Source: an optimization exercise on an open RTL-to-GDS flow (aim: small area, a short achievable clock period and few clock cycles). Production flows keep margins and buffers that such runs may drop.
At most, simulation tests tie the RTL to the original design; equivalence was not proved.

==> flow/design.v (excerpt) <==
module sha256_stream (
    input  wire         clk,
    input  wire         rst,           
    input  wire         start,         
    input  wire         mode,          
    input  wire         in_valid,
    output wire         in_ready,
    input  wire [31:0]  in_data,       
    input  wire         in_last,
    input  wire [2:0]   in_nbytes,     
    output wire [255:0] digest,
    output wire         digest_valid
);
    reg         busy;       
    reg         pre;        
    reg  [6:0]  t;          
    reg  [3:0]  slot;       
    reg  [5:0]  kidx;       
    reg         open;       
    reg         need80;     
    reg         fits;       
    reg         fin;        
    reg         done;       
    reg         m224;       
    reg         rotating;   
    reg  [3:0]  rot;        
    reg  [15:0] nbytes;     
    reg  [31:0] a, b, c, d, e, f, g, h;
    reg  [31:0] p, q;               
    reg  [31:0] p0, p1, p2, p3;     
    reg  [31:0] q0, q1, q2, q3;     
    reg  [31:0] w [0:15];           
    integer i;
    wire        t63   = (t == 7'd63);
    wire        t64   = t[6];
    wire        emit  = t64 || t63 || (t < 7'd14);
    wire        want  = busy && emit && open;   
    wire        stall = want && (rotating || !in_valid);
    wire        adv   = busy && !stall;         
    wire        rnd   = adv && !pre;            
    wire        fold  = (t >= 7'd61);           
    assign in_ready     = want && !rotating;
    assign digest_valid = done;
    assign digest       = {p0, p1, p2, p3, q0, q1, q2, q3};
    reg  [31:0] k_n;
    always @(*) begin
        case (kidx)
            6'd0:  k_n = 32'h428a2f98; 6'd1:  k_n = 32'h71374491;
            6'd2:  k_n = 32'hb5c0fbcf; 6'd3:  k_n = 32'he9b5dba5;
            6'd4:  k_n = 32'h3956c25b; 6'd5:  k_n = 32'h59f111f1;
            6'd6:  k_n = 32'h923f82a4; 6'd7:  k_n = 32'hab1c5ed5;
  ...
Size in the first run: ~5900 cells after synthesis, roughly 1200 flip-flops, ~59000 um2 of cells after synthesis.
clock: 10.0 ns
lec_check: 0
cap_margin: 20
core_margin: 2
core_utilization: 40
setup_slack_margin: 5
slew_margin: 20
run.sh (not shown) runs the stock make flow with config.mk's settings and CLKGATE_MAP_FILE= SYNTH_SCRIPT=/design/flow/synth_recipe.tcl, a recipe that flattens the netlist after the stock synthesis.
Rerun with:
--- a/flow/design.v
+++ b/flow/design.v
@@ -18,35 +18,41 @@
     reg  [5:0]  kidx;       
     reg         open;       
     reg         need80;     
     reg         fits;       
     reg         fin;        
     reg         done;       
     reg         m224;       
     reg         rotating;   
     reg  [3:0]  rot;        
     reg  [15:0] nbytes;     
+    reg         ib_valid;
+    reg  [31:0] ib_data;
+    reg         ib_last;
+    reg  [2:0]  ib_nbytes;
     reg  [31:0] a, b, c, d, e, f, g, h;
     reg  [31:0] p, q;               
     reg  [31:0] p0, p1, p2, p3;     
     reg  [31:0] q0, q1, q2, q3;     
     reg  [31:0] w [0:15];           
     integer i;
     wire        t63   = (t == 7'd63);
     wire        t64   = t[6];
     wire        emit  = t64 || t63 || (t < 7'd14);
     wire        want  = busy && emit && open;   
-    wire        stall = want && (rotating || !in_valid);
-    wire        adv   = busy && !stall;         
+    wire        wait0 = want && pre && t63 && !ib_valid;
+    wire        stall = want && (rotating || !ib_valid) && !wait0;
+    wire        adv   = busy && !stall && !wait0;   
     wire        rnd   = adv && !pre;            
     wire        fold  = (t >= 7'd61);           
-    assign in_ready     = want && !rotating;
+    wire        take  = want && !rotating && ib_valid;   
+    assign in_ready     = !ib_valid || take;
     assign digest_valid = done;
     assign digest       = {p0, p1, p2, p3, q0, q1, q2, q3};
     reg  [31:0] k_n;
     always @(*) begin
         case (kidx)
             6'd0:  k_n = 32'h428a2f98; 6'd1:  k_n = 32'h71374491;
             6'd2:  k_n = 32'hb5c0fbcf; 6'd3:  k_n = 32'he9b5dba5;
             6'd4:  k_n = 32'h3956c25b; 6'd5:  k_n = 32'h59f111f1;
             6'd6:  k_n = 32'h923f82a4; 6'd7:  k_n = 32'hab1c5ed5;
             6'd8:  k_n = 32'hd807aa98; 6'd9:  k_n = 32'h12835b01;
@@ -119,31 +125,31 @@
     wire [31:0] w14 = w[14];
     wire [31:0] ss0 = {w1[6:0], w1[31:7]} ^ {w1[17:0], w1[31:18]} ^ (w1 >> 3);
     wire [31:0] ss1 = {w14[16:0], w14[31:17]} ^ {w14[18:0], w14[31:19]} ^ (w14 >> 10);
     wire [31:0] m_s = ss1 ^ w[9] ^ ss0;
     wire [31:0] m_c = {((ss1 & w[9]) | (ss1 & ss0) | (w[9] & ss0)), 1'b0};
     wire [31:0] n_s = m_s ^ m_c ^ w[0];
     wire [31:0] n_c = {((m_s & m_c) | (m_s & w[0]) | (m_c & w[0])), 1'b0};
     wire [31:0] w_new = n_s + n_c;
     reg  [31:0] last_word;
     always @(*) begin
-        case (in_nbytes)
+        case (ib_nbytes)
             3'd0:    last_word = 32'h80000000;
-            3'd1:    last_word = {in_data[31:24], 24'h800000};
-            3'd2:    last_word = {in_data[31:16], 16'h8000};
-            3'd3:    last_word = {in_data[31:8], 8'h80};
-            default: last_word = in_data;
+            3'd1:    last_word = {ib_data[31:24], 24'h800000};
+            3'd2:    last_word = {ib_data[31:16], 16'h8000};
+            3'd3:    last_word = {ib_data[31:8], 8'h80};
+            default: last_word = ib_data;
         endcase
     end
     wire [31:0] pad_word = need80 ? 32'h80000000 :
                            (fits && slot == 4'd15) ? {13'd0, nbytes, 3'd0} : 32'h0;
-    wire [31:0] msg_word = open ? (in_last ? last_word : in_data) : pad_word;
+    wire [31:0] msg_word = open ? (ib_last ? last_word : ib_data) : pad_word;
     wire [31:0] w_in     = emit ? msg_word : w_new;
     always @(posedge clk) begin
         if (rst) begin
             busy     <= 1'b0;
             pre      <= 1'b0;
             t        <= 7'd63;
             slot     <= 4'd0;
             open     <= 1'b0;
             need80   <= 1'b0;
             fits     <= 1'b0;
@@ -178,42 +184,57 @@
                 kidx <= kidx + 6'd1;
             if (t64) begin
                 t   <= 7'd0;
                 pre <= 1'b0;
             end else begin
                 t <= t + 7'd1;
             end
             if (emit) begin
                 slot <= slot + 4'd1;
                 if (open) begin
-                    nbytes <= nbytes + (in_last ? {13'd0, in_nbytes} : 16'd4);
-                    if (in_last) begin
+                    nbytes <= nbytes + (ib_last ? {13'd0, ib_nbytes} : 16'd4);
+                    if (ib_last) begin
                         open   <= 1'b0;
-                        need80 <= (in_nbytes == 3'd4);
+                        need80 <= (ib_nbytes == 3'd4);
                         fits   <= (slot <= 4'd13);
                     end
                 end else if (need80) begin
                     need80 <= 1'b0;
                     fits   <= (slot <= 4'd13);
                 end else if (slot == 4'd0) begin
                     fits <= 1'b1;
                 end else if (slot == 4'd15 && fits) begin
                     fin <= 1'b1;
                 end
             end
             if (rnd && t64 && fin) begin
                 busy <= 1'b0;
                 done <= 1'b1;
             end
         end
     end
     always @(posedge clk) begin
+        if (rst || start)
+            ib_valid <= 1'b0;
+        else if (in_valid && in_ready)
+            ib_valid <= 1'b1;
+        else if (take)
+            ib_valid <= 1'b0;
+    end
+    always @(posedge clk) begin
+        if (in_valid && in_ready) begin
+            ib_data   <= in_data;
+            ib_last   <= in_last;
+            ib_nbytes <= in_nbytes;
+        end
+    end
+    always @(posedge clk) begin
         for (i = 0; i < 15; i = i + 1)
             w[i] <= w[i + 1];
         w[15] <= stall ? w[0] : w_in;
     end
     always @(posedge clk) begin
         if (stall) begin
             a <= h; b <= a; c <= b; d <= c;
             e <= d; f <= e; g <= f; h <= g;
         end else if (pre) begin
             if (m224) begin
=>
- first-iteration DRC count rises by a few percent
- setup slack gains 0.10 ns
- wire length rises by a few percent
- non-clock buffer count rises by 57
- global-route usage rises by 2.0 points
- cell count falls slightly
- utilization rises by 1.2 points
- via count rises slightly
- final area rises by a few percent
- count of clock-buffer cells in the layout rises by 33
No functional check of the RTL was part of any run of this note.

* * *

Setup of north:
The RTL this note starts from:
==> flow/design.v <==
module sha256_stream (
    input  wire         clk,
    input  wire         rst,           
    input  wire         start,         
    input  wire         mode,          
    input  wire         in_valid,
    output wire         in_ready,
    input  wire [31:0]  in_data,       
    input  wire         in_last,
    input  wire [2:0]   in_nbytes,     
    output wire [255:0] digest,
    output wire         digest_valid
);
    reg         busy;       
    reg         pre;        
    reg  [6:0]  t;          
    reg  [3:0]  slot;       
    reg  [5:0]  kidx;       
    reg  [31:0] k_n;        
    reg         open;       
    reg         need80;     
    reg         fits;       
    reg         fin;        
    reg         done;       
    reg         rotating;   
    reg  [3:0]  rot;        
    reg  [15:0] nbytes;     
    reg         ib_valid;
    reg  [31:0] ib_data;
    reg         ib_last;
    reg  [2:0]  ib_nbytes;
    reg  [31:0] a, b, c, d, e, f, g, h;
    reg  [31:0] ys, yc;             
    reg  [31:0] p0, p1, p2, p3;     
    reg  [31:0] q0, q1, q2, q3;     
    reg  [31:0] w [0:15];           
    integer i;
    wire        t63   = (t == 7'd63);
    wire        t64   = t[6];
    wire        emit  = t64 || t63 || (t < 7'd14);
    wire        want  = busy && emit && open;   
    wire        wait0 = want && pre && t63 && !ib_valid;
    wire        stall = want && (rotating || !ib_valid) && !wait0;
    wire        adv   = busy && !stall && !wait0;   
    wire        rnd   = adv && !pre;            
    wire        fold  = (t >= 7'd61);           
    wire        take  = want && !rotating && ib_valid;   
    assign in_ready     = !ib_valid || take;
    assign digest_valid = done;
    assign digest       = {p0, p1, p2, p3, q0, q1, q2, q3};
    wire [5:0]  kidx_n = (adv && !t63) ? kidx + 6'd1 : kidx;
    reg  [31:0] k_rom;
    always @(*) begin
        case (kidx_n)
            6'd0:  k_rom = 32'h428a2f98; 6'd1:  k_rom = 32'h71374491;
            6'd2:  k_rom = 32'hb5c0fbcf; 6'd3:  k_rom = 32'he9b5dba5;
            6'd4:  k_rom = 32'h3956c25b; 6'd5:  k_rom = 32'h59f111f1;
            6'd6:  k_rom = 32'h923f82a4; 6'd7:  k_rom = 32'hab1c5ed5;
            6'd8:  k_rom = 32'hd807aa98; 6'd9:  k_rom = 32'h12835b01;
            6'd10: k_rom = 32'h243185be; 6'd11: k_rom = 32'h550c7dc3;
            6'd12: k_rom = 32'h72be5d74; 6'd13: k_rom = 32'h80deb1fe;
            6'd14: k_rom = 32'h9bdc06a7; 6'd15: k_rom = 32'hc19bf174;
            6'd16: k_rom = 32'he49b69c1; 6'd17: k_rom = 32'hefbe4786;
            6'd18: k_rom = 32'h0fc19dc6; 6'd19: k_rom = 32'h240ca1cc;
            6'd20: k_rom = 32'h2de92c6f; 6'd21: k_rom = 32'h4a7484aa;
            6'd22: k_rom = 32'h5cb0a9dc; 6'd23: k_rom = 32'h76f988da;
            6'd24: k_rom = 32'h983e5152; 6'd25: k_rom = 32'ha831c66d;
            6'd26: k_rom = 32'hb00327c8; 6'd27: k_rom = 32'hbf597fc7;
            6'd28: k_rom = 32'hc6e00bf3; 6'd29: k_rom = 32'hd5a79147;
            6'd30: k_rom = 32'h06ca6351; 6'd31: k_rom = 32'h14292967;
            6'd32: k_rom = 32'h27b70a85; 6'd33: k_rom = 32'h2e1b2138;
            6'd34: k_rom = 32'h4d2c6dfc; 6'd35: k_rom = 32'h53380d13;
            6'd36: k_rom = 32'h650a7354; 6'd37: k_rom = 32'h766a0abb;
            6'd38: k_rom = 32'h81c2c92e; 6'd39: k_rom = 32'h92722c85;
            6'd40: k_rom = 32'ha2bfe8a1; 6'd41: k_rom = 32'ha81a664b;
            6'd42: k_rom = 32'hc24b8b70; 6'd43: k_rom = 32'hc76c51a3;
            6'd44: k_rom = 32'hd192e819; 6'd45: k_rom = 32'hd6990624;
            6'd46: k_rom = 32'hf40e3585; 6'd47: k_rom = 32'h106aa070;
            6'd48: k_rom = 32'h19a4c116; 6'd49: k_rom = 32'h1e376c08;
            6'd50: k_rom = 32'h2748774c; 6'd51: k_rom = 32'h34b0bcb5;
            6'd52: k_rom = 32'h391c0cb3; 6'd53: k_rom = 32'h4ed8aa4a;
            6'd54: k_rom = 32'h5b9cca4f; 6'd55: k_rom = 32'h682e6ff3;
            6'd56: k_rom = 32'h748f82ee; 6'd57: k_rom = 32'h78a5636f;
            6'd58: k_rom = 32'h84c87814; 6'd59: k_rom = 32'h8cc70208;
            6'd60: k_rom = 32'h90befffa; 6'd61: k_rom = 32'ha4506ceb;
            6'd62: k_rom = 32'hbef9a3f7; default: k_rom = 32'hc67178f2;
        endcase
    end
    wire [31:0] s0  = {a[1:0], a[31:2]} ^ {a[12:0], a[31:13]} ^ {a[21:0], a[31:22]};
    wire [31:0] mj  = (a & b) | (a & c) | (b & c);
    wire [31:0] u_s = ys ^ yc ^ mj;
    wire [31:0] u_c = {((ys & yc) | (ys & mj) | (yc & mj)), 1'b0};
    wire [31:0] v_s = u_s ^ u_c ^ s0;
    wire [31:0] v_c = {((u_s & u_c) | (u_s & s0) | (u_c & s0)), 1'b0};
    wire [31:0] r_s = ys ^ yc ^ d;
    wire [31:0] r_c = {((ys & yc) | (ys & d) | (yc & d)), 1'b0};
    wire [31:0] a_new = v_s + v_c;
    wire [31:0] e_new = r_s + r_c;
    wire [31:0] pa = p3 + a;
    wire [31:0] qe = q3 + e;
    wire [31:0] hn   = t64 ? q2 : g;
    wire [31:0] w15  = w[15];
    wire [31:0] x_s  = hn ^ k_n ^ w15;
    wire [31:0] x_c  = {((hn & k_n) | (hn & w15) | (k_n & w15)), 1'b0};
    wire [31:0] p_n  = x_s + x_c;
    wire [31:0] en   = t64 ? qe : e_new;
    wire [31:0] fn   = t64 ? q0 : e;
    wire [31:0] gn   = t64 ? q1 : f;
    wire [31:0] s1n  = {en[5:0], en[31:6]} ^ {en[10:0], en[31:11]} ^ {en[24:0], en[31:25]};
    wire [31:0] chn  = (en & fn) ^ (~en & gn);
    wire [31:0] ys_n = p_n ^ s1n ^ chn;
    wire [31:0] yc_n = {((p_n & s1n) | (p_n & chn) | (s1n & chn)), 1'b0};
    wire [31:0] w1  = w[1];
    wire [31:0] w14 = w[14];
    wire [31:0] ss0 = {w1[6:0], w1[31:7]} ^ {w1[17:0], w1[31:18]} ^ (w1 >> 3);
    wire [31:0] ss1 = {w14[16:0], w14[31:17]} ^ {w14[18:0], w14[31:19]} ^ (w14 >> 10);
    wire [31:0] m_s = ss1 ^ w[9] ^ ss0;
    wire [31:0] m_c = {((ss1 & w[9]) | (ss1 & ss0) | (w[9] & ss0)), 1'b0};
    wire [31:0] n_s = m_s ^ m_c ^ w[0];
    wire [31:0] n_c = {((m_s & m_c) | (m_s & w[0]) | (m_c & w[0])), 1'b0};
    wire [31:0] w_new = n_s + n_c;
    reg  [31:0] last_word;
    always @(*) begin
        case (ib_nbytes)
            3'd0:    last_word = 32'h80000000;
            3'd1:    last_word = {ib_data[31:24], 24'h800000};
            3'd2:    last_word = {ib_data[31:16], 16'h8000};
            3'd3:    last_word = {ib_data[31:8], 8'h80};
            default: last_word = ib_data;
        endcase
    end
    wire [31:0] pad_word = need80 ? 32'h80000000 :
                           (fits && slot == 4'd15) ? {13'd0, nbytes, 3'd0} : 32'h0;
    wire [31:0] msg_word = open ? (ib_last ? last_word : ib_data) : pad_word;
    wire [31:0] w_in     = emit ? msg_word : w_new;
    always @(posedge clk) begin
        if (rst) begin
            busy     <= 1'b0;
            pre      <= 1'b0;
            t        <= 7'd63;
            slot     <= 4'd0;
            open     <= 1'b0;
            need80   <= 1'b0;
            fits     <= 1'b0;
            fin      <= 1'b0;
            done     <= 1'b0;
            rotating <= 1'b0;
            rot      <= 4'd0;
            nbytes   <= 16'd0;
        end else if (start) begin
            busy     <= 1'b1;
            pre      <= 1'b1;
            t        <= 7'd63;
            slot     <= 4'd0;
            open     <= 1'b1;
            need80   <= 1'b0;
            fits     <= 1'b0;
            fin      <= 1'b0;
            done     <= 1'b0;
            rotating <= 1'b0;
            rot      <= 4'd0;
            nbytes   <= 16'd0;
        end else if (stall) begin
            rot <= rot + 4'd1;
            if (!rotating)
                rotating <= 1'b1;
            else if (rot == 4'd15)
                rotating <= 1'b0;
        end else if (adv) begin
            if (t64) begin
                t   <= 7'd0;
                pre <= 1'b0;
            end else begin
                t <= t + 7'd1;
            end
            if (emit) begin
                slot <= slot + 4'd1;
                if (open) begin
                    nbytes <= nbytes + (ib_last ? {13'd0, ib_nbytes} : 16'd4);
                    if (ib_last) begin
                        open   <= 1'b0;
                        need80 <= (ib_nbytes == 3'd4);
                        fits   <= (slot <= 4'd13);
                    end
                end else if (need80) begin
                    need80 <= 1'b0;
                    fits   <= (slot <= 4'd13);
                end else if (slot == 4'd0) begin
                    fits <= 1'b1;
                end else if (slot == 4'd15 && fits) begin
                    fin <= 1'b1;
                end
            end
            if (rnd && t64 && fin) begin
                busy <= 1'b0;
                done <= 1'b1;
            end
        end
    end
    always @(posedge clk) begin
        if (start) begin
            kidx <= 6'd0;
            k_n  <= 32'h428a2f98;
        end else begin
            kidx <= kidx_n;
            k_n  <= k_rom;
        end
    end
    always @(posedge clk) begin
        if (rst || start)
            ib_valid <= 1'b0;
        else if (in_valid && in_ready)
            ib_valid <= 1'b1;
        else if (take)
            ib_valid <= 1'b0;
    end
    always @(posedge clk) begin
        if (in_valid && in_ready) begin
            ib_data   <= in_data;
            ib_last   <= in_last;
            ib_nbytes <= in_nbytes;
        end
    end
    always @(posedge clk) begin
        for (i = 0; i < 15; i = i + 1)
            w[i] <= w[i + 1];
        w[15] <= stall ? w[0] : w_in;
    end
    always @(posedge clk) begin
        if (stall) begin
            a <= h; b <= a; c <= b; d <= c;
            e <= d; f <= e; g <= f; h <= g;
        end else if (pre && !t64) begin
            a <= 32'd0; b <= a; c <= b; d <= c;
            e <= 32'd0; f <= e; g <= f; h <= g;
        end else if (t64) begin
            a <= pa; b <= p0; c <= p1; d <= p2;
            e <= qe; f <= q0; g <= q1; h <= q2;
        end else begin
            a <= a_new; b <= a; c <= b; d <= c;
            e <= e_new; f <= e; g <= f; h <= g;
        end
    end
    always @(posedge clk) begin
        if (!stall) begin
            ys <= ys_n;
            yc <= yc_n;
        end
    end
    wire fold_en = adv && fold && !(pre && !t64);
    always @(posedge clk) begin
        if (start) begin
            if (mode) begin
                p0 <= 32'h367cd507; p1 <= 32'h3070dd17; p2 <= 32'hf70e5939; p3 <= 32'hc1059ed8;
                q0 <= 32'h68581511; q1 <= 32'h64f98fa7; q2 <= 32'hbefa4fa4; q3 <= 32'hffc00b31;
            end else begin
                p0 <= 32'hbb67ae85; p1 <= 32'h3c6ef372; p2 <= 32'ha54ff53a; p3 <= 32'h6a09e667;
                q0 <= 32'h9b05688c; q1 <= 32'h1f83d9ab; q2 <= 32'h5be0cd19; q3 <= 32'h510e527f;
            end
        end else if (fold_en) begin
            p0 <= pa; p1 <= p0; p2 <= p1; p3 <= p2;
            q0 <= qe; q1 <= q0; q2 <= q1; q3 <= q2;
        end
    end
endmodule
==> flow/config.mk <==
export PLATFORM = sky130hd
export DESIGN_NAME = sha256_stream
export DESIGN_NICKNAME = sha256_stream
export VERILOG_FILES = /design/flow/design.v
export SDC_FILE = /design/flow/constraint.sdc
export NUM_CORES = 4
export LEC_CHECK = 0
export CAP_MARGIN = 20
export CORE_MARGIN = 2
export CORE_UTILIZATION = 60
export CTS_BUF_LIST = sky130_fd_sc_hd__clkbuf_8
export CTS_CLUSTER_SIZE = 30
export SETUP_SLACK_MARGIN = 5
export SLEW_MARGIN = 20
==> flow/constraint.sdc <==
create_clock -name core_clock -period 10.0 [get_ports {clk}]
set_input_delay 2.0000 -clock core_clock [delete_from_list [all_inputs] [get_ports {clk}]]
set_output_delay 2.0000 -clock core_clock [all_outputs]
set_load 0.01 [all_outputs]
Testbench counts of north, summed over its fixed seeds: cycles 49,063.
## Diff of input files: south against north
--- a/flow/design.v
+++ b/flow/design.v
@@ -30,7 +30,7 @@
     reg         ib_last;
     reg  [2:0]  ib_nbytes;
     reg  [31:0] a, b, c, d, e, f, g, h;
-    reg  [31:0] ys, yc;             
+    reg  [31:0] p, q;               
     reg  [31:0] p0, p1, p2, p3;     
     reg  [31:0] q0, q1, q2, q3;     
     reg  [31:0] w [0:15];           
@@ -48,7 +48,10 @@
     assign in_ready     = !ib_valid || take;
     assign digest_valid = done;
     assign digest       = {p0, p1, p2, p3, q0, q1, q2, q3};
-    wire [5:0]  kidx_n = (adv && !t63) ? kidx + 6'd1 : kidx;
+    wire        rot14  = stall && rotating && (rot == 4'd14);
+    wire        rot15  = stall && rotating && (rot == 4'd15);
+    wire [5:0]  kidx_n = ((adv && !t63) || rot15) ? kidx + 6'd1 :
+                         rot14 ? kidx - 6'd1 : kidx;
     reg  [31:0] k_rom;
     always @(*) begin
         case (kidx_n)
@@ -86,30 +89,39 @@
             6'd62: k_rom = 32'hbef9a3f7; default: k_rom = 32'hc67178f2;
         endcase
     end
+    wire [31:0] s1  = {e[5:0], e[31:6]} ^ {e[10:0], e[31:11]} ^ {e[24:0], e[31:25]};
+    wire [31:0] ch  = (e & f) ^ (~e & g);
     wire [31:0] s0  = {a[1:0], a[31:2]} ^ {a[12:0], a[31:13]} ^ {a[21:0], a[31:22]};
     wire [31:0] mj  = (a & b) | (a & c) | (b & c);
-    wire [31:0] u_s = ys ^ yc ^ mj;
-    wire [31:0] u_c = {((ys & yc) | (ys & mj) | (yc & mj)), 1'b0};
+    wire [31:0] y_s = p ^ ch ^ mj;
+    wire [31:0] y_c = {((p & ch) | (p & mj) | (ch & mj)), 1'b0};
+    wire [31:0] u_s = y_s ^ y_c ^ s1;
+    wire [31:0] u_c = {((y_s & y_c) | (y_s & s1) | (y_c & s1)), 1'b0};
     wire [31:0] v_s = u_s ^ u_c ^ s0;
     wire [31:0] v_c = {((u_s & u_c) | (u_s & s0) | (u_c & s0)), 1'b0};
-    wire [31:0] r_s = ys ^ yc ^ d;
-    wire [31:0] r_c = {((ys & yc) | (ys & d) | (yc & d)), 1'b0};
+    wire [31:0] r_s = q ^ ch ^ s1;
+    wire [31:0] r_c = {((q & ch) | (q & s1) | (ch & s1)), 1'b0};
     wire [31:0] a_new = v_s + v_c;
     wire [31:0] e_new = r_s + r_c;
     wire [31:0] pa = p3 + a;
     wire [31:0] qe = q3 + e;
-    wire [31:0] hn   = t64 ? q2 : g;
+    reg  [31:0] hn, dn;
+    always @(*) begin
+        if (t64) begin
+            hn = q2;
+            dn = p2;
+        end else begin
+            hn = g;
+            dn = c;
+        end
+    end
     wire [31:0] w15  = w[15];
     wire [31:0] x_s  = hn ^ k_n ^ w15;
     wire [31:0] x_c  = {((hn & k_n) | (hn & w15) | (k_n & w15)), 1'b0};
+    wire [31:0] z_s  = x_s ^ x_c ^ dn;
+    wire [31:0] z_c  = {((x_s & x_c) | (x_s & dn) | (x_c & dn)), 1'b0};
     wire [31:0] p_n  = x_s + x_c;
-    wire [31:0] en   = t64 ? qe : e_new;
-    wire [31:0] fn   = t64 ? q0 : e;
-    wire [31:0] gn   = t64 ? q1 : f;
-    wire [31:0] s1n  = {en[5:0], en[31:6]} ^ {en[10:0], en[31:11]} ^ {en[24:0], en[31:25]};
-    wire [31:0] chn  = (en & fn) ^ (~en & gn);
-    wire [31:0] ys_n = p_n ^ s1n ^ chn;
-    wire [31:0] yc_n = {((p_n & s1n) | (p_n & chn) | (s1n & chn)), 1'b0};
+    wire [31:0] q_n  = z_s + z_c;
     wire [31:0] w1  = w[1];
     wire [31:0] w14 = w[14];
     wire [31:0] ss0 = {w1[6:0], w1[31:7]} ^ {w1[17:0], w1[31:18]} ^ (w1 >> 3);
@@ -242,10 +254,8 @@
         end
     end
     always @(posedge clk) begin
-        if (!stall) begin
-            ys <= ys_n;
-            yc <= yc_n;
-        end
+        p <= p_n;
+        q <= q_n;
     end
     wire fold_en = adv && fold && !(pre && !t64);
     always @(posedge clk) begin
Diff south..north | number of inserted diodes | negligible. Summary of south over north: hold slack rose by 9.7 ps; number of sinks driven by the clock tree stayed essentially flat; wire length of the first global-routing pass rose by 4.3%. Number of synthesized register bits delta (south -> north): insignificant.
Testbench counts of south, summed over its fixed seeds: cycles 49,063.

## re-timing with driven ports
The flow's constraints put no driver on any port. The routed layouts listed below were extracted and timed again, unchanged, in two steps. Step 1 assumes that a clkbuf_16 drives the clock port and a buf_2 every other input. Step 2 also shifts input and output timing later by t, the mid clock arrival at the registers, as if the neighbouring blocks saw the same clock. Three values: no drivers, after step 1, after step 2; two values: the first two.
| run | shift t [ns] | slack for setup (ns) | worst setup path after step 2 | worst register clock-pin slew, ns | worst slew at a driven data input, ns |
|---|---|---|---|---|---|
| the first run of note 1 | 0.822 | 4.910 / 4.960 / 4.138 | input to register | 0.08 / 0.08 | 0.04 |
| the second run of note 1 | 0.855 | 5.014 / 5.026 / 4.171 | input to register | 0.07 / 0.07 | 0.06 |
| north | 0.992 | 5.052 / 5.052 / 5.052 | register to register | 0.07 / 0.07 | 0.05 |
| south | 0.977 | 4.919 / 4.919 / 4.919 | register to register | 0.08 / 0.08 | 0.08 |
After both steps setup and hold are still met in every run listed. For the second run of note 1, which loses most, drivers alone change the setup slack by +0.012 ns; drivers and shift together by -0.843 ns.
